Source: an optimization exercise on an open RTL-to-GDS flow (aim: small area, a short achievable clock period and few clock cycles per item). Production flows keep margins and buffers that such runs may drop. In this exercise RTL edits were held to simulation tests only and were not proved equivalent to the original.

--- flow/design.v ---
module hsv2rgb_fa (
    input  wire a,
    input  wire b,
    input  wire c,
    output wire s,
    output wire co
);
    assign s  = a ^ b ^ c;
    assign co = (a & b) | (a & c) | (b & c);
endmodule
module hsv2rgb_ha (
    input  wire a,
    input  wire b,
    output wire s,
    output wire co
);
    assign s  = a ^ b;
    assign co = a & b;
endmodule
module hsv2rgb_maj (
    input  wire a,
    input  wire b,
    input  wire c,
    output wire co
);
    assign co = (a & b) | (a & c) | (b & c);
endmodule
module hsv2rgb_floor (
    input  wire [7:0] sat,
    output wire [7:0] fl
);
    wire [7:0] d = ~sat;
    wire p1 = ~(sat[0] | sat[1]);
    wire p2 = ~(sat[0] | sat[2]);
    wire p3 = ~(sat[0] | sat[3]);
    wire p4 = ~(sat[0] | sat[4]);
    wire p5 = ~(sat[0] | sat[5]);
    wire p6 = ~(sat[0] | sat[6]);
    wire p7 = ~(sat[0] | sat[7]);
    wire p8 = ~(sat[1] | sat[2]);
    wire p9 = ~(sat[1] | sat[3]);
    wire p10 = ~(sat[1] | sat[4]);
    wire p11 = ~(sat[1] | sat[5]);
    wire p12 = ~(sat[1] | sat[6]);
    wire p13 = ~(sat[1] | sat[7]);
    wire p14 = ~(sat[2] | sat[3]);
    wire p15 = ~(sat[2] | sat[4]);
    wire p16 = ~(sat[2] | sat[5]);
    wire p17 = ~(sat[2] | sat[6]);
    wire p18 = ~(sat[2] | sat[7]);
    wire p19 = ~(sat[3] | sat[4]);
    wire p20 = ~(sat[3] | sat[5]);
    wire p21 = ~(sat[3] | sat[6]);
    wire p22 = ~(sat[3] | sat[7]);
    wire p23 = ~(sat[4] | sat[5]);
    wire p24 = ~(sat[4] | sat[6]);
    wire p25 = ~(sat[4] | sat[7]);
    wire p26 = ~(sat[5] | sat[6]);
    wire p27 = ~(sat[5] | sat[7]);
    wire p28 = ~(sat[6] | sat[7]);
    wire s29, c30;
    hsv2rgb_ha u_s29 (.a(p5), .b(p10), .s(s29), .co(c30));
    wire s31, c32;
    hsv2rgb_ha u_s31 (.a(p6), .b(p11), .s(s31), .co(c32));
    wire s33, c34;
    hsv2rgb_fa u_s33 (.a(p7), .b(p12), .c(p16), .s(s33), .co(c34));
    wire s35, c36;
    hsv2rgb_ha u_s35 (.a(p3), .b(p8), .s(s35), .co(c36));
    wire s37, c38;
    hsv2rgb_ha u_s37 (.a(p4), .b(p9), .s(s37), .co(c38));
    wire s39, c40;
    hsv2rgb_fa u_s39 (.a(s29), .b(p14), .c(d[3]), .s(s39), .co(c40));
    wire s41, c42;
    hsv2rgb_fa u_s41 (.a(s31), .b(p15), .c(d[7]), .s(s41), .co(c42));
    wire s43, c44;
    hsv2rgb_fa u_s43 (.a(s33), .b(p19), .c(d[4]), .s(s43), .co(c44));
    wire s45, c46;
    hsv2rgb_fa u_s45 (.a(p13), .b(p17), .c(p20), .s(s45), .co(c46));
    wire s47, c48;
    hsv2rgb_fa u_s47 (.a(p18), .b(p21), .c(p23), .s(s47), .co(c48));
    wire s49, c50;
    hsv2rgb_ha u_s49 (.a(p1), .b(d[1]), .s(s49), .co(c50));
    wire s51, c52;
    hsv2rgb_ha u_s51 (.a(p2), .b(d[3]), .s(s51), .co(c52));
    wire s53, c54;
    hsv2rgb_fa u_s53 (.a(s35), .b(d[2]), .c(d[4]), .s(s53), .co(c54));
    wire s55, c56;
    hsv2rgb_fa u_s55 (.a(s37), .b(d[5]), .c(c36), .s(s55), .co(c56));
    wire s57, c58;
    hsv2rgb_fa u_s57 (.a(s39), .b(d[6]), .c(c38), .s(s57), .co(c58));
    wire s59, c60;
    hsv2rgb_fa u_s59 (.a(s41), .b(c30), .c(c40), .s(s59), .co(c60));
    wire s61, c62;
    hsv2rgb_fa u_s61 (.a(s43), .b(c32), .c(c42), .s(s61), .co(c62));
    wire s63, c64;
    hsv2rgb_fa u_s63 (.a(s45), .b(c34), .c(c44), .s(s63), .co(c64));
    wire s65, c66;
    hsv2rgb_fa u_s65 (.a(s47), .b(d[5]), .c(c46), .s(s65), .co(c66));
    wire s67, c68;
    hsv2rgb_fa u_s67 (.a(p22), .b(p24), .c(c48), .s(s67), .co(c68));
    wire s69, c70;
    hsv2rgb_fa u_s69 (.a(p25), .b(p26), .c(d[6]), .s(s69), .co(c70));
    wire [15:0] A71 = {1'b0, p28, p27, s69, s67, s65, s63, s61, s59, s57, s55, s53, s51, s49, d[1], d[0]};
    wire [15:0] B72 = {1'b0, d[7], c70, c68, c66, c64, c62, c60, c58, c56, c54, c52, c50, d[2], 1'b0, d[0]};
    wire [15:0] S73 = A71 + B72;
    assign fl = {S73[15], S73[14], S73[13], S73[12], S73[11], S73[10], S73[9], S73[8]};
endmodule
module hsv2rgb_valp (
    input  wire [7:0] val,
    output wire [7:0] vp
);
    wire [7:0] valn = ~val;
    wire vnz = |val;
    wire p1 = ~(valn[0] | valn[1]);
    wire p2 = ~(valn[0] | valn[2]);
    wire p3 = ~(valn[0] | valn[3]);
    wire p4 = ~(valn[0] | valn[4]);
    wire p5 = ~(valn[0] | valn[5]);
    wire p6 = ~(valn[0] | valn[6]);
    wire p7 = ~(valn[0] | valn[7]);
    wire p8 = ~(valn[1] | valn[2]);
    wire p9 = ~(valn[1] | valn[3]);
    wire p10 = ~(valn[1] | valn[4]);
    wire p11 = ~(valn[1] | valn[5]);
    wire p12 = ~(valn[1] | valn[6]);
    wire p13 = ~(valn[1] | valn[7]);
    wire p14 = ~(valn[2] | valn[3]);
    wire p15 = ~(valn[2] | valn[4]);
    wire p16 = ~(valn[2] | valn[5]);
    wire p17 = ~(valn[2] | valn[6]);
    wire p18 = ~(valn[2] | valn[7]);
    wire p19 = ~(valn[3] | valn[4]);
    wire p20 = ~(valn[3] | valn[5]);
    wire p21 = ~(valn[3] | valn[6]);
    wire p22 = ~(valn[3] | valn[7]);
    wire p23 = ~(valn[4] | valn[5]);
    wire p24 = ~(valn[4] | valn[6]);
    wire p25 = ~(valn[4] | valn[7]);
    wire p26 = ~(valn[5] | valn[6]);
    wire p27 = ~(valn[5] | valn[7]);
    wire p28 = ~(valn[6] | valn[7]);
    wire s29, c30;
    hsv2rgb_fa u_s29 (.a(p7), .b(p12), .c(p16), .s(s29), .co(c30));
    wire s31, c32;
    hsv2rgb_ha u_s31 (.a(p5), .b(p10), .s(s31), .co(c32));
    wire s33, c34;
    hsv2rgb_ha u_s33 (.a(p6), .b(p11), .s(s33), .co(c34));
    wire s35, c36;
    hsv2rgb_fa u_s35 (.a(s29), .b(p19), .c(val[4]), .s(s35), .co(c36));
    wire s37, c38;
    hsv2rgb_fa u_s37 (.a(p13), .b(p17), .c(p20), .s(s37), .co(c38));
    wire s39, c40;
    hsv2rgb_fa u_s39 (.a(p18), .b(p21), .c(p23), .s(s39), .co(c40));
    wire s41, c42;
    hsv2rgb_ha u_s41 (.a(p3), .b(p8), .s(s41), .co(c42));
    wire s43, c44;
    hsv2rgb_ha u_s43 (.a(p4), .b(p9), .s(s43), .co(c44));
    wire s45, c46;
    hsv2rgb_fa u_s45 (.a(s31), .b(p14), .c(val[3]), .s(s45), .co(c46));
    wire s47, c48;
    hsv2rgb_fa u_s47 (.a(s33), .b(p15), .c(c32), .s(s47), .co(c48));
    wire s49, c50;
    hsv2rgb_fa u_s49 (.a(s35), .b(vnz), .c(c34), .s(s49), .co(c50));
    wire s51, c52;
    hsv2rgb_fa u_s51 (.a(s37), .b(c30), .c(c36), .s(s51), .co(c52));
    wire s53, c54;
    hsv2rgb_fa u_s53 (.a(s39), .b(val[5]), .c(c38), .s(s53), .co(c54));
    wire s55, c56;
    hsv2rgb_fa u_s55 (.a(p22), .b(p24), .c(c40), .s(s55), .co(c56));
    wire s57, c58;
    hsv2rgb_fa u_s57 (.a(p25), .b(p26), .c(val[6]), .s(s57), .co(c58));
    wire [15:0] A59 = {1'b0, p28, p27, s57, s55, s53, s51, s49, s47, s45, s43, s41, p2, p1, 1'b0, val[0]};
    wire [15:0] B60 = {1'b0, val[7], c58, c56, c54, c52, c50, c48, c46, c44, c42, val[2], 1'b0, val[1], 1'b0, 1'b0};
    wire [15:0] S61 = A59 + B60;
    assign vp = {S61[15], S61[14], S61[13], S61[12], S61[11], S61[10], S61[9], S61[8]};
endmodule
module hsv2rgb_bmul (
    input  wire [7:0] rawn,
    input  wire [7:0] satn,
    input  wire [7:0] fl,
    output wire [7:0] s
);
    wire [7:0] raw = ~rawn;
    wire p1 = ~(rawn[0] | satn[0]);
    wire p2 = ~(rawn[0] | satn[1]);
    wire p3 = ~(rawn[0] | satn[2]);
    wire p4 = ~(rawn[0] | satn[3]);
    wire p5 = ~(rawn[0] | satn[4]);
    wire p6 = ~(rawn[0] | satn[5]);
    wire p7 = ~(rawn[0] | satn[6]);
    wire p8 = ~(rawn[0] | satn[7]);
    wire p9 = ~(rawn[1] | satn[0]);
    wire p10 = ~(rawn[1] | satn[1]);
    wire p11 = ~(rawn[1] | satn[2]);
    wire p12 = ~(rawn[1] | satn[3]);
    wire p13 = ~(rawn[1] | satn[4]);
    wire p14 = ~(rawn[1] | satn[5]);
    wire p15 = ~(rawn[1] | satn[6]);
    wire p16 = ~(rawn[1] | satn[7]);
    wire p17 = ~(rawn[2] | satn[0]);
    wire p18 = ~(rawn[2] | satn[1]);
    wire p19 = ~(rawn[2] | satn[2]);
    wire p20 = ~(rawn[2] | satn[3]);
    wire p21 = ~(rawn[2] | satn[4]);
    wire p22 = ~(rawn[2] | satn[5]);
    wire p23 = ~(rawn[2] | satn[6]);
    wire p24 = ~(rawn[2] | satn[7]);
    wire p25 = ~(rawn[3] | satn[0]);
    wire p26 = ~(rawn[3] | satn[1]);
    wire p27 = ~(rawn[3] | satn[2]);
    wire p28 = ~(rawn[3] | satn[3]);
    wire p29 = ~(rawn[3] | satn[4]);
    wire p30 = ~(rawn[3] | satn[5]);
    wire p31 = ~(rawn[3] | satn[6]);
    wire p32 = ~(rawn[3] | satn[7]);
    wire p33 = ~(rawn[4] | satn[0]);
    wire p34 = ~(rawn[4] | satn[1]);
    wire p35 = ~(rawn[4] | satn[2]);
    wire p36 = ~(rawn[4] | satn[3]);
    wire p37 = ~(rawn[4] | satn[4]);
    wire p38 = ~(rawn[4] | satn[5]);
    wire p39 = ~(rawn[4] | satn[6]);
    wire p40 = ~(rawn[4] | satn[7]);
    wire p41 = ~(rawn[5] | satn[0]);
    wire p42 = ~(rawn[5] | satn[1]);
    wire p43 = ~(rawn[5] | satn[2]);
    wire p44 = ~(rawn[5] | satn[3]);
    wire p45 = ~(rawn[5] | satn[4]);
    wire p46 = ~(rawn[5] | satn[5]);
    wire p47 = ~(rawn[5] | satn[6]);
    wire p48 = ~(rawn[5] | satn[7]);
    wire p49 = ~(rawn[6] | satn[0]);
    wire p50 = ~(rawn[6] | satn[1]);
    wire p51 = ~(rawn[6] | satn[2]);
    wire p52 = ~(rawn[6] | satn[3]);
    wire p53 = ~(rawn[6] | satn[4]);
    wire p54 = ~(rawn[6] | satn[5]);
    wire p55 = ~(rawn[6] | satn[6]);
    wire p56 = ~(rawn[6] | satn[7]);
    wire p57 = ~(rawn[7] | satn[0]);
    wire p58 = ~(rawn[7] | satn[1]);
    wire p59 = ~(rawn[7] | satn[2]);
    wire p60 = ~(rawn[7] | satn[3]);
    wire p61 = ~(rawn[7] | satn[4]);
    wire p62 = ~(rawn[7] | satn[5]);
    wire p63 = ~(rawn[7] | satn[6]);
    wire p64 = ~(rawn[7] | satn[7]);
    wire s65, c66;
    hsv2rgb_ha u_s65 (.a(p6), .b(p13), .s(s65), .co(c66));
    wire s67, c68;
    hsv2rgb_fa u_s67 (.a(p7), .b(p14), .c(p21), .s(s67), .co(c68));
    wire s69, c70;
    hsv2rgb_ha u_s69 (.a(p28), .b(p35), .s(s69), .co(c70));
    wire s71, c72;
    hsv2rgb_fa u_s71 (.a(p8), .b(p15), .c(p22), .s(s71), .co(c72));
    wire s73, c74;
    hsv2rgb_fa u_s73 (.a(p29), .b(p36), .c(p43), .s(s73), .co(c74));
    wire s75, c76;
    hsv2rgb_ha u_s75 (.a(p50), .b(p57), .s(s75), .co(c76));
    wire s77, c78;
    hsv2rgb_fa u_s77 (.a(fl[0]), .b(p16), .c(p23), .s(s77), .co(c78));
    wire s79, c80;
    hsv2rgb_fa u_s79 (.a(p30), .b(p37), .c(p44), .s(s79), .co(c80));
    wire s81, c82;
    hsv2rgb_ha u_s81 (.a(p51), .b(p58), .s(s81), .co(c82));
    wire s83, c84;
    hsv2rgb_fa u_s83 (.a(fl[1]), .b(p24), .c(p31), .s(s83), .co(c84));
    wire s85, c86;
    hsv2rgb_fa u_s85 (.a(p38), .b(p45), .c(p52), .s(s85), .co(c86));
    wire s87, c88;
    hsv2rgb_fa u_s87 (.a(fl[2]), .b(p32), .c(p39), .s(s87), .co(c88));
    wire s89, c90;
    hsv2rgb_ha u_s89 (.a(p4), .b(p11), .s(s89), .co(c90));
    wire s91, c92;
    hsv2rgb_fa u_s91 (.a(p5), .b(p12), .c(p19), .s(s91), .co(c92));
    wire s93, c94;
    hsv2rgb_ha u_s93 (.a(p26), .b(p33), .s(s93), .co(c94));
    wire s95, c96;
    hsv2rgb_fa u_s95 (.a(s65), .b(p20), .c(p27), .s(s95), .co(c96));
    wire s97, c98;
    hsv2rgb_fa u_s97 (.a(p34), .b(p41), .c(raw[5]), .s(s97), .co(c98));
    wire s99, c100;
    hsv2rgb_fa u_s99 (.a(s67), .b(s69), .c(p42), .s(s99), .co(c100));
    wire s101, c102;
    hsv2rgb_fa u_s101 (.a(p49), .b(raw[6]), .c(c66), .s(s101), .co(c102));
    wire s103, c104;
    hsv2rgb_fa u_s103 (.a(s71), .b(s73), .c(s75), .s(s103), .co(c104));
    wire s105, c106;
    hsv2rgb_fa u_s105 (.a(raw[7]), .b(c68), .c(c70), .s(s105), .co(c106));
    wire s107, c108;
    hsv2rgb_fa u_s107 (.a(s77), .b(s79), .c(s81), .s(s107), .co(c108));
    wire s109, c110;
    hsv2rgb_fa u_s109 (.a(c72), .b(c74), .c(c76), .s(s109), .co(c110));
    wire s111, c112;
    hsv2rgb_fa u_s111 (.a(s83), .b(s85), .c(p59), .s(s111), .co(c112));
    wire s113, c114;
    hsv2rgb_fa u_s113 (.a(c78), .b(c80), .c(c82), .s(s113), .co(c114));
    wire s115, c116;
    hsv2rgb_fa u_s115 (.a(s87), .b(p46), .c(p53), .s(s115), .co(c116));
    wire s117, c118;
    hsv2rgb_fa u_s117 (.a(p60), .b(c84), .c(c86), .s(s117), .co(c118));
    wire s119, c120;
    hsv2rgb_fa u_s119 (.a(fl[3]), .b(p40), .c(p47), .s(s119), .co(c120));
    wire s121, c122;
    hsv2rgb_fa u_s121 (.a(p54), .b(p61), .c(c88), .s(s121), .co(c122));
    wire s123, c124;
    hsv2rgb_fa u_s123 (.a(fl[4]), .b(p48), .c(p55), .s(s123), .co(c124));
    wire s125, c126;
    hsv2rgb_ha u_s125 (.a(p3), .b(p10), .s(s125), .co(c126));
    wire s127, c128;
    hsv2rgb_fa u_s127 (.a(s89), .b(p18), .c(p25), .s(s127), .co(c128));
    wire s129, c130;
    hsv2rgb_fa u_s129 (.a(s91), .b(s93), .c(raw[4]), .s(s129), .co(c130));
    wire s131, c132;
    hsv2rgb_fa u_s131 (.a(s95), .b(s97), .c(c92), .s(s131), .co(c132));
    wire s133, c134;
    hsv2rgb_fa u_s133 (.a(s99), .b(s101), .c(c96), .s(s133), .co(c134));
    wire s135, c136;
    hsv2rgb_fa u_s135 (.a(s103), .b(s105), .c(c100), .s(s135), .co(c136));
    wire s137, c138;
    hsv2rgb_fa u_s137 (.a(s107), .b(s109), .c(c104), .s(s137), .co(c138));
    wire s139, c140;
    hsv2rgb_fa u_s139 (.a(s111), .b(s113), .c(c108), .s(s139), .co(c140));
    wire s141, c142;
    hsv2rgb_fa u_s141 (.a(s115), .b(s117), .c(c112), .s(s141), .co(c142));
    wire s143, c144;
    hsv2rgb_fa u_s143 (.a(s119), .b(s121), .c(c116), .s(s143), .co(c144));
    wire s145, c146;
    hsv2rgb_fa u_s145 (.a(s123), .b(p62), .c(c120), .s(s145), .co(c146));
    wire s147, c148;
    hsv2rgb_fa u_s147 (.a(fl[5]), .b(p56), .c(p63), .s(s147), .co(c148));
    wire s149, c150;
    hsv2rgb_ha u_s149 (.a(p2), .b(p9), .s(s149), .co(c150));
    wire s151, c152;
    hsv2rgb_fa u_s151 (.a(s125), .b(p17), .c(raw[2]), .s(s151), .co(c152));
    wire s153, c154;
    hsv2rgb_fa u_s153 (.a(s127), .b(raw[3]), .c(c126), .s(s153), .co(c154));
    wire s155, c156;
    hsv2rgb_fa u_s155 (.a(s129), .b(c90), .c(c128), .s(s155), .co(c156));
    wire s157, c158;
    hsv2rgb_fa u_s157 (.a(s131), .b(c94), .c(c130), .s(s157), .co(c158));
    wire s159, c160;
    hsv2rgb_fa u_s159 (.a(s133), .b(c98), .c(c132), .s(s159), .co(c160));
    wire s161, c162;
    hsv2rgb_fa u_s161 (.a(s135), .b(c102), .c(c134), .s(s161), .co(c162));
    wire s163, c164;
    hsv2rgb_fa u_s163 (.a(s137), .b(c106), .c(c136), .s(s163), .co(c164));
    wire s165, c166;
    hsv2rgb_fa u_s165 (.a(s139), .b(c110), .c(c138), .s(s165), .co(c166));
    wire s167, c168;
    hsv2rgb_fa u_s167 (.a(s141), .b(c114), .c(c140), .s(s167), .co(c168));
    wire s169, c170;
    hsv2rgb_fa u_s169 (.a(s143), .b(c118), .c(c142), .s(s169), .co(c170));
    wire s171, c172;
    hsv2rgb_fa u_s171 (.a(s145), .b(c122), .c(c144), .s(s171), .co(c172));
    wire s173, c174;
    hsv2rgb_fa u_s173 (.a(s147), .b(c124), .c(c146), .s(s173), .co(c174));
    wire s175, c176;
    hsv2rgb_fa u_s175 (.a(fl[6]), .b(p64), .c(c148), .s(s175), .co(c176));
    wire [15:0] A177 = {fl[7], s175, s173, s171, s169, s167, s165, s163, s161, s159, s157, s155, s153, s151, s149, p1};
    wire [15:0] B178 = {c176, c174, c172, c170, c168, c166, c164, c162, c160, c158, c156, c154, c152, c150, raw[1], raw[0]};
    wire [15:0] S179 = A177 + B178;
    assign s = {S179[15], S179[14], S179[13], S179[12], S179[11], S179[10], S179[9], S179[8]};
endmodule
module hsv2rgb_cmul (
    input  wire [7:0] xn,
    input  wire [7:0] vpn,
    output wire [7:0] o
);
    wire [7:0] x = ~xn;
    wire p1 = ~(xn[0] | vpn[0]);
    wire p2 = ~(xn[0] | vpn[1]);
    wire p3 = ~(xn[0] | vpn[2]);
    wire p4 = ~(xn[0] | vpn[3]);
    wire p5 = ~(xn[0] | vpn[4]);
    wire p6 = ~(xn[0] | vpn[5]);
    wire p7 = ~(xn[0] | vpn[6]);
    wire p8 = ~(xn[0] | vpn[7]);
    wire p9 = ~(xn[1] | vpn[0]);
    wire p10 = ~(xn[1] | vpn[1]);
    wire p11 = ~(xn[1] | vpn[2]);
    wire p12 = ~(xn[1] | vpn[3]);
    wire p13 = ~(xn[1] | vpn[4]);
    wire p14 = ~(xn[1] | vpn[5]);
    wire p15 = ~(xn[1] | vpn[6]);
    wire p16 = ~(xn[1] | vpn[7]);
    wire p17 = ~(xn[2] | vpn[0]);
    wire p18 = ~(xn[2] | vpn[1]);
    wire p19 = ~(xn[2] | vpn[2]);
    wire p20 = ~(xn[2] | vpn[3]);
    wire p21 = ~(xn[2] | vpn[4]);
    wire p22 = ~(xn[2] | vpn[5]);
    wire p23 = ~(xn[2] | vpn[6]);
    wire p24 = ~(xn[2] | vpn[7]);
    wire p25 = ~(xn[3] | vpn[0]);
    wire p26 = ~(xn[3] | vpn[1]);
    wire p27 = ~(xn[3] | vpn[2]);
    wire p28 = ~(xn[3] | vpn[3]);
    wire p29 = ~(xn[3] | vpn[4]);
    wire p30 = ~(xn[3] | vpn[5]);
    wire p31 = ~(xn[3] | vpn[6]);
    wire p32 = ~(xn[3] | vpn[7]);
    wire p33 = ~(xn[4] | vpn[0]);
    wire p34 = ~(xn[4] | vpn[1]);
    wire p35 = ~(xn[4] | vpn[2]);
    wire p36 = ~(xn[4] | vpn[3]);
    wire p37 = ~(xn[4] | vpn[4]);
    wire p38 = ~(xn[4] | vpn[5]);
    wire p39 = ~(xn[4] | vpn[6]);
    wire p40 = ~(xn[4] | vpn[7]);
    wire p41 = ~(xn[5] | vpn[0]);
    wire p42 = ~(xn[5] | vpn[1]);
    wire p43 = ~(xn[5] | vpn[2]);
    wire p44 = ~(xn[5] | vpn[3]);
    wire p45 = ~(xn[5] | vpn[4]);
    wire p46 = ~(xn[5] | vpn[5]);
    wire p47 = ~(xn[5] | vpn[6]);
    wire p48 = ~(xn[5] | vpn[7]);
    wire p49 = ~(xn[6] | vpn[0]);
    wire p50 = ~(xn[6] | vpn[1]);
    wire p51 = ~(xn[6] | vpn[2]);
    wire p52 = ~(xn[6] | vpn[3]);
    wire p53 = ~(xn[6] | vpn[4]);
    wire p54 = ~(xn[6] | vpn[5]);
    wire p55 = ~(xn[6] | vpn[6]);
    wire p56 = ~(xn[6] | vpn[7]);
    wire p57 = ~(xn[7] | vpn[0]);
    wire p58 = ~(xn[7] | vpn[1]);
    wire p59 = ~(xn[7] | vpn[2]);
    wire p60 = ~(xn[7] | vpn[3]);
    wire p61 = ~(xn[7] | vpn[4]);
    wire p62 = ~(xn[7] | vpn[5]);
    wire p63 = ~(xn[7] | vpn[6]);
    wire p64 = ~(xn[7] | vpn[7]);
    wire s65, c66;
    hsv2rgb_ha u_s65 (.a(p6), .b(p13), .s(s65), .co(c66));
    wire s67, c68;
    hsv2rgb_fa u_s67 (.a(p7), .b(p14), .c(p21), .s(s67), .co(c68));
    wire s69, c70;
    hsv2rgb_ha u_s69 (.a(p28), .b(p35), .s(s69), .co(c70));
    wire s71, c72;
    hsv2rgb_fa u_s71 (.a(p8), .b(p15), .c(p22), .s(s71), .co(c72));
    wire s73, c74;
    hsv2rgb_fa u_s73 (.a(p29), .b(p36), .c(p43), .s(s73), .co(c74));
    wire s75, c76;
    hsv2rgb_ha u_s75 (.a(p50), .b(p57), .s(s75), .co(c76));
    wire s77, c78;
    hsv2rgb_fa u_s77 (.a(p16), .b(p23), .c(p30), .s(s77), .co(c78));
    wire s79, c80;
    hsv2rgb_fa u_s79 (.a(p37), .b(p44), .c(p51), .s(s79), .co(c80));
    wire s81, c82;
    hsv2rgb_fa u_s81 (.a(p24), .b(p31), .c(p38), .s(s81), .co(c82));
    wire s83, c84;
    hsv2rgb_ha u_s83 (.a(p4), .b(p11), .s(s83), .co(c84));
    wire s85, c86;
    hsv2rgb_fa u_s85 (.a(p5), .b(p12), .c(p19), .s(s85), .co(c86));
    wire s87, c88;
    hsv2rgb_ha u_s87 (.a(p26), .b(p33), .s(s87), .co(c88));
    wire s89, c90;
    hsv2rgb_fa u_s89 (.a(s65), .b(p20), .c(p27), .s(s89), .co(c90));
    wire s91, c92;
    hsv2rgb_fa u_s91 (.a(p34), .b(p41), .c(x[5]), .s(s91), .co(c92));
    wire s93, c94;
    hsv2rgb_fa u_s93 (.a(s67), .b(s69), .c(p42), .s(s93), .co(c94));
    wire s95, c96;
    hsv2rgb_fa u_s95 (.a(p49), .b(x[6]), .c(c66), .s(s95), .co(c96));
    wire s97, c98;
    hsv2rgb_fa u_s97 (.a(s71), .b(s73), .c(s75), .s(s97), .co(c98));
    wire s99, c100;
    hsv2rgb_fa u_s99 (.a(x[7]), .b(c68), .c(c70), .s(s99), .co(c100));
    wire s101, c102;
    hsv2rgb_fa u_s101 (.a(s77), .b(s79), .c(p58), .s(s101), .co(c102));
    wire s103, c104;
    hsv2rgb_fa u_s103 (.a(c72), .b(c74), .c(c76), .s(s103), .co(c104));
    wire s105, c106;
    hsv2rgb_fa u_s105 (.a(s81), .b(p45), .c(p52), .s(s105), .co(c106));
    wire s107, c108;
    hsv2rgb_fa u_s107 (.a(p59), .b(c78), .c(c80), .s(s107), .co(c108));
    wire s109, c110;
    hsv2rgb_fa u_s109 (.a(p32), .b(p39), .c(p46), .s(s109), .co(c110));
    wire s111, c112;
    hsv2rgb_fa u_s111 (.a(p53), .b(p60), .c(c82), .s(s111), .co(c112));
    wire s113, c114;
    hsv2rgb_fa u_s113 (.a(p40), .b(p47), .c(p54), .s(s113), .co(c114));
    wire s115, c116;
    hsv2rgb_ha u_s115 (.a(p3), .b(p10), .s(s115), .co(c116));
    wire s117, c118;
    hsv2rgb_fa u_s117 (.a(s83), .b(p18), .c(p25), .s(s117), .co(c118));
    wire s119, c120;
    hsv2rgb_fa u_s119 (.a(s85), .b(s87), .c(x[4]), .s(s119), .co(c120));
    wire s121, c122;
    hsv2rgb_fa u_s121 (.a(s89), .b(s91), .c(c86), .s(s121), .co(c122));
    wire s123, c124;
    hsv2rgb_fa u_s123 (.a(s93), .b(s95), .c(c90), .s(s123), .co(c124));
    wire s125, c126;
    hsv2rgb_fa u_s125 (.a(s97), .b(s99), .c(c94), .s(s125), .co(c126));
    wire s127, c128;
    hsv2rgb_fa u_s127 (.a(s101), .b(s103), .c(c98), .s(s127), .co(c128));
    wire s129, c130;
    hsv2rgb_fa u_s129 (.a(s105), .b(s107), .c(c102), .s(s129), .co(c130));
    wire s131, c132;
    hsv2rgb_fa u_s131 (.a(s109), .b(s111), .c(c106), .s(s131), .co(c132));
    wire s133, c134;
    hsv2rgb_fa u_s133 (.a(s113), .b(p61), .c(c110), .s(s133), .co(c134));
    wire s135, c136;
    hsv2rgb_fa u_s135 (.a(p48), .b(p55), .c(p62), .s(s135), .co(c136));
    wire s137, c138;
    hsv2rgb_ha u_s137 (.a(p2), .b(p9), .s(s137), .co(c138));
    wire s139, c140;
    hsv2rgb_fa u_s139 (.a(s115), .b(p17), .c(x[2]), .s(s139), .co(c140));
    wire s141, c142;
    hsv2rgb_fa u_s141 (.a(s117), .b(x[3]), .c(c116), .s(s141), .co(c142));
    wire s143, c144;
    hsv2rgb_fa u_s143 (.a(s119), .b(c84), .c(c118), .s(s143), .co(c144));
    wire s145, c146;
    hsv2rgb_fa u_s145 (.a(s121), .b(c88), .c(c120), .s(s145), .co(c146));
    wire s147, c148;
    hsv2rgb_fa u_s147 (.a(s123), .b(c92), .c(c122), .s(s147), .co(c148));
    wire s149, c150;
    hsv2rgb_fa u_s149 (.a(s125), .b(c96), .c(c124), .s(s149), .co(c150));
    wire s151, c152;
    hsv2rgb_fa u_s151 (.a(s127), .b(c100), .c(c126), .s(s151), .co(c152));
    wire s153, c154;
    hsv2rgb_fa u_s153 (.a(s129), .b(c104), .c(c128), .s(s153), .co(c154));
    wire s155, c156;
    hsv2rgb_fa u_s155 (.a(s131), .b(c108), .c(c130), .s(s155), .co(c156));
    wire s157, c158;
    hsv2rgb_fa u_s157 (.a(s133), .b(c112), .c(c132), .s(s157), .co(c158));
    wire s159, c160;
    hsv2rgb_fa u_s159 (.a(s135), .b(c114), .c(c134), .s(s159), .co(c160));
    wire s161, c162;
    hsv2rgb_fa u_s161 (.a(p56), .b(p63), .c(c136), .s(s161), .co(c162));
    wire [15:0] A163 = {1'b0, p64, s161, s159, s157, s155, s153, s151, s149, s147, s145, s143, s141, s139, s137, p1};
    wire [15:0] B164 = {1'b0, c162, c160, c158, c156, c154, c152, c150, c148, c146, c144, c142, c140, c138, x[1], x[0]};
    wire [15:0] S165 = A163 + B164;
    assign o = {S165[15], S165[14], S165[13], S165[12], S165[11], S165[10], S165[9], S165[8]};
endmodule
module hsv2rgb_hue (
    input  wire [7:0] hue,
    output reg  [7:0] raw_i,
    output reg  [7:0] raw_dn,
    output reg  [1:0] zone
);
    wire [4:0] h5 = hue[4:0];
    wire [11:0] t12  = {h5, 5'd0} + {h5, 3'd0} + {h5, 1'b0} + h5;      
    wire [12:0] u13  = {h5, 7'd0} + {h5, 5'd0} + {h5, 3'd0} + {h5, 1'b0} + h5;    
    wire [7:0] t = t12[11:4];    
    wire [7:0] u = u13[12:5];    
    reg  [7:0] bi, ci, bd, cd;
    always @(*) begin
        case (hue[7:5])
            3'd0: begin ci = 8'd0;   bi = t; cd = 8'd0;   bd = t;    zone = 2'd0; end
            3'd1: begin ci = 8'd85;  bi = t; cd = 8'd84;  bd = 8'd0; zone = 2'd0; end
            3'd2: begin ci = 8'd170; bi = t; cd = 8'd84;  bd = u;    zone = 2'd0; end
            3'd3: begin ci = 8'd0;   bi = t; cd = 8'd0;   bd = t;    zone = 2'd1; end
            3'd4: begin ci = 8'd85;  bi = u; cd = 8'd84;  bd = u;    zone = 2'd1; end
            3'd5: begin ci = 8'd0;   bi = t; cd = 8'd0;   bd = t;    zone = 2'd2; end
            3'd6: begin ci = 8'd85;  bi = t; cd = 8'd84;  bd = t;    zone = 2'd2; end
            default: begin ci = 8'd170; bi = t; cd = 8'd170; bd = t; zone = 2'd2; end
        endcase
        raw_i  = ci + bi;
        raw_dn = cd + bd;
    end
endmodule
module hsv2rgb_stream (
    input  wire        clk,
    input  wire        rst,
    input  wire        in_valid,
    output wire        in_ready,
    input  wire [7:0]  hue_i,
    input  wire [7:0]  sat_i,
    input  wire [7:0]  val_i,
    output reg         out_valid,
    output wire [31:0] rgb_o
);
    assign in_ready = 1'b1;
    reg        v0;
    reg [7:0]  hue0, sat0, val0;
    always @(posedge clk) begin
        v0   <= ~rst & in_valid;
        hue0 <= hue_i;
        sat0 <= sat_i;
        val0 <= val_i;
    end
    wire [7:0] raw_a0, raw_b0, raw_bn0, fl0, vp0;
    wire [1:0] zone0;
    hsv2rgb_hue   u_hue   (.hue(hue0), .raw_i(raw_a0), .raw_dn(raw_bn0), .zone(zone0));
    hsv2rgb_floor u_floor (.sat(sat0), .fl(fl0));
    hsv2rgb_valp  u_valp  (.val(val0), .vp(vp0));
    reg        v1;
    reg [7:0]  raw_an1, raw_bn1, satn1, fl1, vpn1;
    reg        z0_1, z1_1;
    always @(posedge clk) begin
        v1      <= ~rst & v0;
        raw_an1 <= ~raw_a0;
        raw_bn1 <= raw_bn0;
        satn1   <= ~sat0;
        fl1     <= fl0;
        vpn1    <= ~vp0;
        z0_1    <= zone0 == 2'd0;
        z1_1    <= zone0 == 2'd1;
    end
    wire [7:0] sa1, sb1;
    hsv2rgb_bmul u_ba (.rawn(raw_an1), .satn(satn1), .fl(fl1), .s(sa1));
    hsv2rgb_bmul u_bb (.rawn(raw_bn1), .satn(satn1), .fl(fl1), .s(sb1));
    wire [7:0] xr = z0_1 ? sb1 : z1_1 ? fl1 : sa1;
    wire [7:0] xg = z0_1 ? sa1 : z1_1 ? sb1 : fl1;
    wire [7:0] xb = z0_1 ? fl1 : z1_1 ? sa1 : sb1;
    reg        v2;
    reg [7:0]  xrn2, xgn2, xbn2, vpn2;
    always @(posedge clk) begin
        v2   <= ~rst & v1;
        xrn2 <= ~xr;
        xgn2 <= ~xg;
        xbn2 <= ~xb;
        vpn2 <= vpn1;
    end
    wire [7:0] or2, og2, ob2;
    hsv2rgb_cmul u_cr (.xn(xrn2), .vpn(vpn2), .o(or2));
    hsv2rgb_cmul u_cg (.xn(xgn2), .vpn(vpn2), .o(og2));
    hsv2rgb_cmul u_cb (.xn(xbn2), .vpn(vpn2), .o(ob2));
    reg [23:0] rgb3;
    always @(posedge clk) begin
        out_valid <= ~rst & v2;
        rgb3      <= {or2, og2, ob2};
    end
    assign rgb_o = {8'd0, rgb3};
endmodule
--- flow/config.mk ---
export PLATFORM = sky130hd
export DESIGN_NAME = hsv2rgb_stream
export DESIGN_NICKNAME = hsv2rgb_stream
export VERILOG_FILES = /design/flow/design.v
export SDC_FILE = /design/flow/constraint.sdc
export NUM_CORES = 4
export LEC_CHECK = 0
export CAP_MARGIN = 20
export CORE_MARGIN = 2
export CORE_UTILIZATION = 40
export SLEW_MARGIN = 70
export SYNTH_HIERARCHICAL = 1
--- flow/constraint.sdc ---
create_clock -name core_clock -period 16.0 [get_ports {clk}]
set_input_delay 3.2000 -clock core_clock [delete_from_list [all_inputs] [get_ports {clk}]]
set_output_delay 3.2000 -clock core_clock [all_outputs]
set_load 0.01 [all_outputs]
--- flow/run.sh ---
#!/bin/bash
# synth_recipe.tcl (not shown) runs the flow's synth.tcl, then flattens the netlist and writes it again
# the make line also repeats each setting of config.mk as NAME=value (left out here)
make -C /OpenROAD-flow-scripts/flow DESIGN_CONFIG=/design/flow/config.mk WORK_HOME=/design/flow/orfs CLKGATE_MAP_FILE= SYNTH_SCRIPT=/design/flow/synth_recipe.tcl finish
==> results.toml, run 1 <==
[clock_network]
clk_pin_slew_ns = 0.07
root_buffer = "clkbuf_16"
h-tree-depth = 4
cts_tree = "yes"
cts_resized = 0
holdBufCountCts = 0
cts_buffers = 17
clk_latency_ns = 0.45
clockBufferDepth = 2
clock_sinks = 126
cts_post_setup_buffers_inserted = 0

[sta]
min_period_ns = 4.77
setup_viol = 0
rsz0062_at_grt = "no"
setup_slack_ns = 11.23
holdWs_ns = 0.325
final_hold_viol_count = 0
fmax_mhz = 210
finalCritPeriodShare_pct = 29.8
fin_skew_ns = 0.0144
tns_ns = 0
slew_viol_final = 0

[worst_setup_path]
worstPathRequired_ns = 16.36
end_kind = "flip-flop"
crit_family = "adder cells"
crit_type = "flip-flop to flip-flop"
r2r_setup_slack_ns = 11.23
r2r-end = "xgn2[7]$_DFF_P_"
rr_worst_depth = 13
crit_buf_inv = 0
crit_top_cell = "fa_1"
r2r-start = "raw_bn1[3]$_DFF_P_"
slowest_stage = "fa_1"
critPathArrivalTime_ns = 5.13
crit_fanout = 9
crit_path_start_kind = "flip-flop"
max_stage_delay_ns = 0.59
crit_chain = "nor2_1, fa_1, fa_1, fa_1, fa_1, ha_1, a21oi_1, o211ai_1, a221oi_1, o41ai_2, xnor2_1, mux2_2, mux2i_1"

[run_status]
outcome = "no timing/DRC/antenna violations"

[yosys]
ys_warn_count = 8
yosys_register_bits = 126
syn-cell-area_um2 = 16600
syn_avg_cell_area_um2 = 9.29
ys_types = 83
postSynth.asyncResetShare_pct = 0
syn_inst = 1783
synth_edf_count = 0
ys_seq_area_share_pct = 15.2
synth_top_flop_cell = "dfxtp_1"

[final_layout]
fin_util_pct = 43.9
post-route-cell-area_um2 = 17900
nFillCells = 3908
final_cell_count_no_fill = 2290
seqCellArea_um2 = 2570
layout.nets = 2187
multi_input_area_um2 = 13200
drive_gt1_share_pct = 8.76
area_growth_pct = 8.17
antennaDiodeCount = 0

[min_path]
whs_path_depth = 0
hold_path_end = "vpn2[7]$_DFF_P_"
hold_start = "vpn1[7]$_DFF_P_"
hold_class = "flip-flop to flip-flop"

[placed_design]
dpl.cell_count = 2257
place.gp.congestion = 0.903
place_worst_setup_slack_ns = 11.26
io_buffers = 51
dpl_cell_area_um2 = 17300
hpwl_um = 28900

[route]
drc = 0
ant_nets = 0
viasPerCell = 5.42
wl_per_cell_um = 16.2
drt_pre_antenna_iters = 5
drt-total-wl_um = 37000
routed-via-count = 12420
drtIter0Drc = 794

[global_route]
antenna_found_initial = 0
grt_pass1_wl_um = 63800
grt-ovfl-total = 0
grt_max_degree = 25
grt.total_usage_pct = 17.9
grt_pass1_vias = 13088

[floorplanning]
die_x_um = 208
num_io_pins = 61
core_um2 = 40800
die-area_um2 = 43100
start_util_pct = 40.6
rows = 74
die_h_um = 208

[run]
cap_violations = 0
-- worst max-delay path by stage --
stage                             from         endpoint  slack, ns  cells after the start
floorplan           raw_bn1[3]$_DFF_P_  xgn2[7]$_DFF_P_      11.68                     14
global placement      satn1[7]$_DFF_P_  xbn2[7]$_DFF_P_      11.06                     13
detailed placement  raw_bn1[4]$_DFF_P_  xgn2[4]$_DFF_P_      11.26                     13
CTS                 raw_bn1[3]$_DFF_P_  xgn2[7]$_DFF_P_      11.24                     13
global route        raw_bn1[3]$_DFF_P_  xgn2[7]$_DFF_P_      10.93                     13
finish              raw_bn1[3]$_DFF_P_  xgn2[7]$_DFF_P_      11.23                     13
-- layer usage --
layer / track usage [%] / vias up / share of wire [%]
met1: 23.5 / 6199 / 46
met3: 2.66 / 48 / 3.8
met2: 30.4 / 269 / 49
li1: - / 5904 / -
met5: 0 / - / 0
met4: 5.32 / 0 / 1.7
-- modules after synthesis (local to each module, per instance) --
module / cells inside / times used
hsv2rgb_stream: 221 / 1
hsv2rgb_hue: 166 / 1
hsv2rgb_cmul: 192 / 3
hsv2rgb_bmul: 170 / 2
hsv2rgb_floor: 107 / 1
hsv2rgb_valp: 78 / 1
hsv2rgb_fa: 1 / 248
hsv2rgb_ha: 1 / 47
-- cell usage in the layout (no fill, tap or decap), types with 29 or more instances in the layout --
master,count
nor2_1,389
fa_1,253
ha_1,162
dfxtp_1,101
inv_1,92
a21oi_1,83
nand2_1,61
clkdlybuf4s50_1,51
nand3_1,37
xnor2_1,33
mux2i_1,32
nor3_1,31
o21ai_0,29
-- layout make-up --
cell class,count,area share [%]
well taps,532,3.71
clock buffers,17,2.37
flip-flops and latches,126,14.3
clock inverters,15,0.887
multi-input cells,1452,73.7
repair buffers,56,3.08
inverters,92,1.93
-- state kept, by name (all words and copies together), names as in the netlist --
name and count:
fl1 8, vpn2 8, xbn2 8, v0 1, v1 1, satn1 8, rgb3 24, z0_1 1
hue0 8, xrn2 8, out_valid 1, z1_1 1, val0 8, vpn1 8, v2 1, sat0 8
raw_bn1 8, xgn2 8, raw_an1 8
-- kinds of logic after synthesis --
kind of cell	count (synthesis)	synth area share, %
xor+xnor	54	2.86
fa+ha+maj	415	42.8
other cells	2	0.0453
simple gates	633	17.3
flops	126	15.2
buf+inv	212	5.79
compound gates	282	12.2
mux	59	3.77
-- cells in the mapped netlist (12+ instances only) --
| cell | count | area, um^2 |
|---|---|---|
| a21oi_1 | 83 | 415 |
| and2_1 | 22 | 138 |
| o211ai_1 | 17 | 128 |
| fa_1 | 253 | 5060 |
| xnor2_1 | 36 | 315 |
| nand3_1 | 37 | 185 |
| mux2_2 | 24 | 270 |
| a21o_1 | 19 | 143 |
| mux2i_1 | 32 | 320 |
| dfxtp_1 | 126 | 2520 |
| o21a_1 | 19 | 143 |
| nor3_1 | 31 | 155 |
| xor2_1 | 18 | 158 |
| ha_1 | 162 | 2030 |
| o21ai_0 | 31 | 155 |
| buf_6 | 12 | 135 |
| clkbuf_1 | 86 | 323 |
| nor2_1 | 391 | 1470 |
| nor2b_1 | 14 | 87.6 |
| nand2_1 | 61 | 229 |
| inv_1 | 92 | 345 |
Testbench counts, summed over its fixed seeds: cycles 16,032, items 16,000.
==> run 2, diff against run 1 <==
--- a/flow/config.mk
+++ b/flow/config.mk
@@ -8,5 +8,5 @@
 export CAP_MARGIN = 20
 export CORE_MARGIN = 2
 export CORE_UTILIZATION = 40
-export SLEW_MARGIN = 70
+export SLEW_MARGIN = 60
 export SYNTH_HIERARCHICAL = 1
==> results.toml, run 2 <==
[sta]
max_slew.worst_pin.slew_ns = 0.592
final_hold_viol_count = 0
finalCritPeriodShare_pct = 29.8
holdWs_ns = 0.326
rsz0062_at_grt = "no"
slew_viol_final = 0
relSlewSlack_pct = 60.0
min_period_ns = 4.76
fmax_mhz = 210
tns_ns = 0
fin_skew_ns = 0.0116
setup_viol = 0

[yosys]
yosysMostFrequentCell = "nor2_1"
postSynth.asyncResetShare_pct = 0
synthMuxAreaShare_pct = 3.77
synth_edf_count = 0
synth_top_flop_cell = "dfxtp_1"
synth_fa_ha_area_share_pct = 42.8
yosys_register_bits = 126
synthTopCellsByArea = "fa_1 31%, dfxtp_1 15%, ha_1 12%, nor2_1 8.9%, a21oi_1 2.5%"
yosysTopAreaCell = "fa_1"
syn_avg_cell_area_um2 = 9.29
ys_warn_count = 8
syn_inst = 1783
synth_top_cell_area_share_pct = 30.6
synth_top_family_by_area = "adder cells"
synthXorXnorAreaFrac_pct = 2.86
syn-cell-area_um2 = 16600
synth_commonest_cells = "391 x nor2_1, 253 x fa_1, 162 x ha_1, 126 x dfxtp_1, 92 x inv_1"
synth-simple-area-share_pct = 17.3
synth_compound_area_share_pct = 12.2
ys_seq_area_share_pct = 15.2
ys_types = 83

[global_route]
grt_max_degree = 25
grt-ovfl-total = 0
grt_pass1_vias = 13120
grt_pass1_wl_um = 64300
grt.total_usage_pct = 18.0
antenna_found_initial = 0

[floorplanning]
die_h_um = 208
die-area_um2 = 43100
rows = 74
start_util_pct = 40.6
core_um2 = 40800
num_io_pins = 61
die_x_um = 208

[route]
wl_met3_um = 1330
drc = 0
drtIter0Drc = 703
viasPerCell = 5.40
wl_per_cell_um = 16.2
ant_nets = 0
drt_pre_antenna_iters = 5
wl_met1_um = 17000
drt-total-wl_um = 37000
routed-via-count = 12372
wl_met2_um = 18100
routed.top_layer = "met4"

[placed_design]
hpwl_um = 28900
place.gp.congestion = 0.903
io_buffers = 51

[clock_network]
cts_tree = "yes"
cts_buffers = 17
holdBufCountCts = 0
cts_resized = 0
clk_latency_ns = 0.44
clk_pin_slew_ns = 0.07
root_buffer = "clkbuf_16"
clockBufferDepth = 2
clock_sinks = 126
h-tree-depth = 4
cts_post_setup_buffers_inserted = 0

[worst_setup_path]
r2r_setup_slack_ns = 11.24
crit_type = "flip-flop to flip-flop"
crit_fanout = 9
r2r-end = "xgn2[7]$_DFF_P_"
critPathArrivalTime_ns = 5.13
worstPathRequired_ns = 16.36
crit_path_start_kind = "flip-flop"
rr_worst_depth = 13
r2r-start = "raw_bn1[3]$_DFF_P_"
end_kind = "flip-flop"

[final_layout]
max_flop_register = "rgb3"
area_growth_pct = 7.72
drive_gt1_share_pct = 7.74
antennaDiodeCount = 0
nFillCells = 3951
layout_commonest_cell = "nor2_1"
multi_input_area_um2 = 13100
seqCellArea_um2 = 2540
layout.nets = 2186
largest_reg_flops = 24
final_cell_mix = "391 x nor2_1, 253 x fa_1, 162 x ha_1, 112 x dfxtp_1, 92 x inv_1"

[min_path]
hold_start = "vpn1[7]$_DFF_P_"
hold_path_end = "vpn2[7]$_DFF_P_"
hold_class = "flip-flop to flip-flop"
whs_path_depth = 0

[run]
cap_violations = 0

[run_status]
outcome = "no timing/DRC/antenna violations"
run 2: cell counts after synthesis:
No cell type changed its count.
run 2: logic make-up (layout without fill, tap and decap cells):
logic type | Yosys count | in the layout
muxes | 59 | 59
buffers and inverters | 212 | 179
xor gates and xnor gates | 54 | 54
DFF | 126 | 126
adders and majority gates | 415 | 415
other | 2 | 9
and+or+nand+nor | 633 | 633
AOI/OAI and AO/OA | 282 | 282
run 2: worst max path at each step:
stage | endpoint | startpoint | cells after the start | slack [ns]
6_report | xgn2[7]$_DFF_P_ | raw_bn1[3]$_DFF_P_ | 13 | 11.24
5_1_grt | xbn2[7]$_DFF_P_ | raw_bn1[3]$_DFF_P_ | 13 | 10.98
4_1_cts | xgn2[4]$_DFF_P_ | satn1[5]$_DFF_P_ | 13 | 11.07
3_5_place_dp | xgn2[7]$_DFF_P_ | satn1[4]$_DFF_P_ | 13 | 11.09
3_3_place_gp | xbn2[7]$_DFF_P_ | satn1[7]$_DFF_P_ | 13 | 11.06
2_1_floorplan | xgn2[7]$_DFF_P_ | raw_bn1[3]$_DFF_P_ | 14 | 11.68
run 2: metal layers:
metal | vias up | track usage [%]
met5 | - | 0
met4 | 0 | 4.70
met3 | 46 | 3.00
met2 | 247 | 31.0
met1 | 6182 | 23.4
li1 | 5897 | -
run 2: worst max-delay path: stages (launching register included):
cell and delay, ns:
dfxtp_1 0.55, nor2_1 0.13, fa_1 0.59, fa_1 0.45
fa_1 0.52, fa_1 0.49, ha_1 0.35, a21oi_1 0.33
o211ai_1 0.18, a221oi_1 0.31, o41ai_2 0.17, xnor2_1 0.19
mux2_2 0.29, mux2i_1 0.14
run 2: cell type report:
class                   instances  area share (%)
inverters                      92            1.94
flip-flops and latches        126            14.2
multi-input cells            1452            73.6
clock inverters                14            1.02
repair buffers                 55            3.03
well taps                     532            3.73
clock buffers                  18            2.46
run 2: through the flow:
step / instance area (um^2) / setup slack [ns] / utilization [%] / std cells
CTS: 17800 / 11.07 / 43.6 / 2289
finish: 17800 / 11.24 / 43.7 / 2289
global route: 17800 / 10.98 / 43.7 / 2289
floorplan: 16600 / 11.68 / - / 1790
global placement: 17200 / 11.06 / 42.1 / 2257
detailed placement: 17200 / 11.09 / 42.1 / 2257
run 2: Yosys stat by module (local to each module, per instance):
module / times used / cells / flip-flops and latches
hsv2rgb_stream: 1 / 221 / 126
hsv2rgb_cmul: 3 / 192 / 0
hsv2rgb_hue: 1 / 166 / 0
hsv2rgb_ha: 47 / 1 / 0
hsv2rgb_floor: 1 / 107 / 0
hsv2rgb_fa: 248 / 1 / 0
hsv2rgb_valp: 1 / 78 / 0
hsv2rgb_bmul: 2 / 170 / 0

-- afterwards: timing with drivers on the ports --
In the flow no input, the clock included, has a driving cell. The finished layouts below were timed again as built, in two steps.
Step 1 assumes that a clkbuf_16 drives the clock port and a buf_2 every other input.
Step 2 times the ports against the registers' clock, not the clock port: input delays grow and output delays shrink by t, the midpoint of the rising clock arrivals with the driver on.
Slacks: no drivers / after step 1 / after step 2; pairs: no drivers / after step 1.
run | shift t [ns] | setup slack, ns | clock arrival spread, ns
run 1 | 0.493 | 11.231 / 11.231 / 11.231 | 0.015 / 0.015
run 2 | 0.488 | 11.235 / 11.235 / 11.235 | 0.012 / 0.012
After both steps every run listed still meets setup and hold.
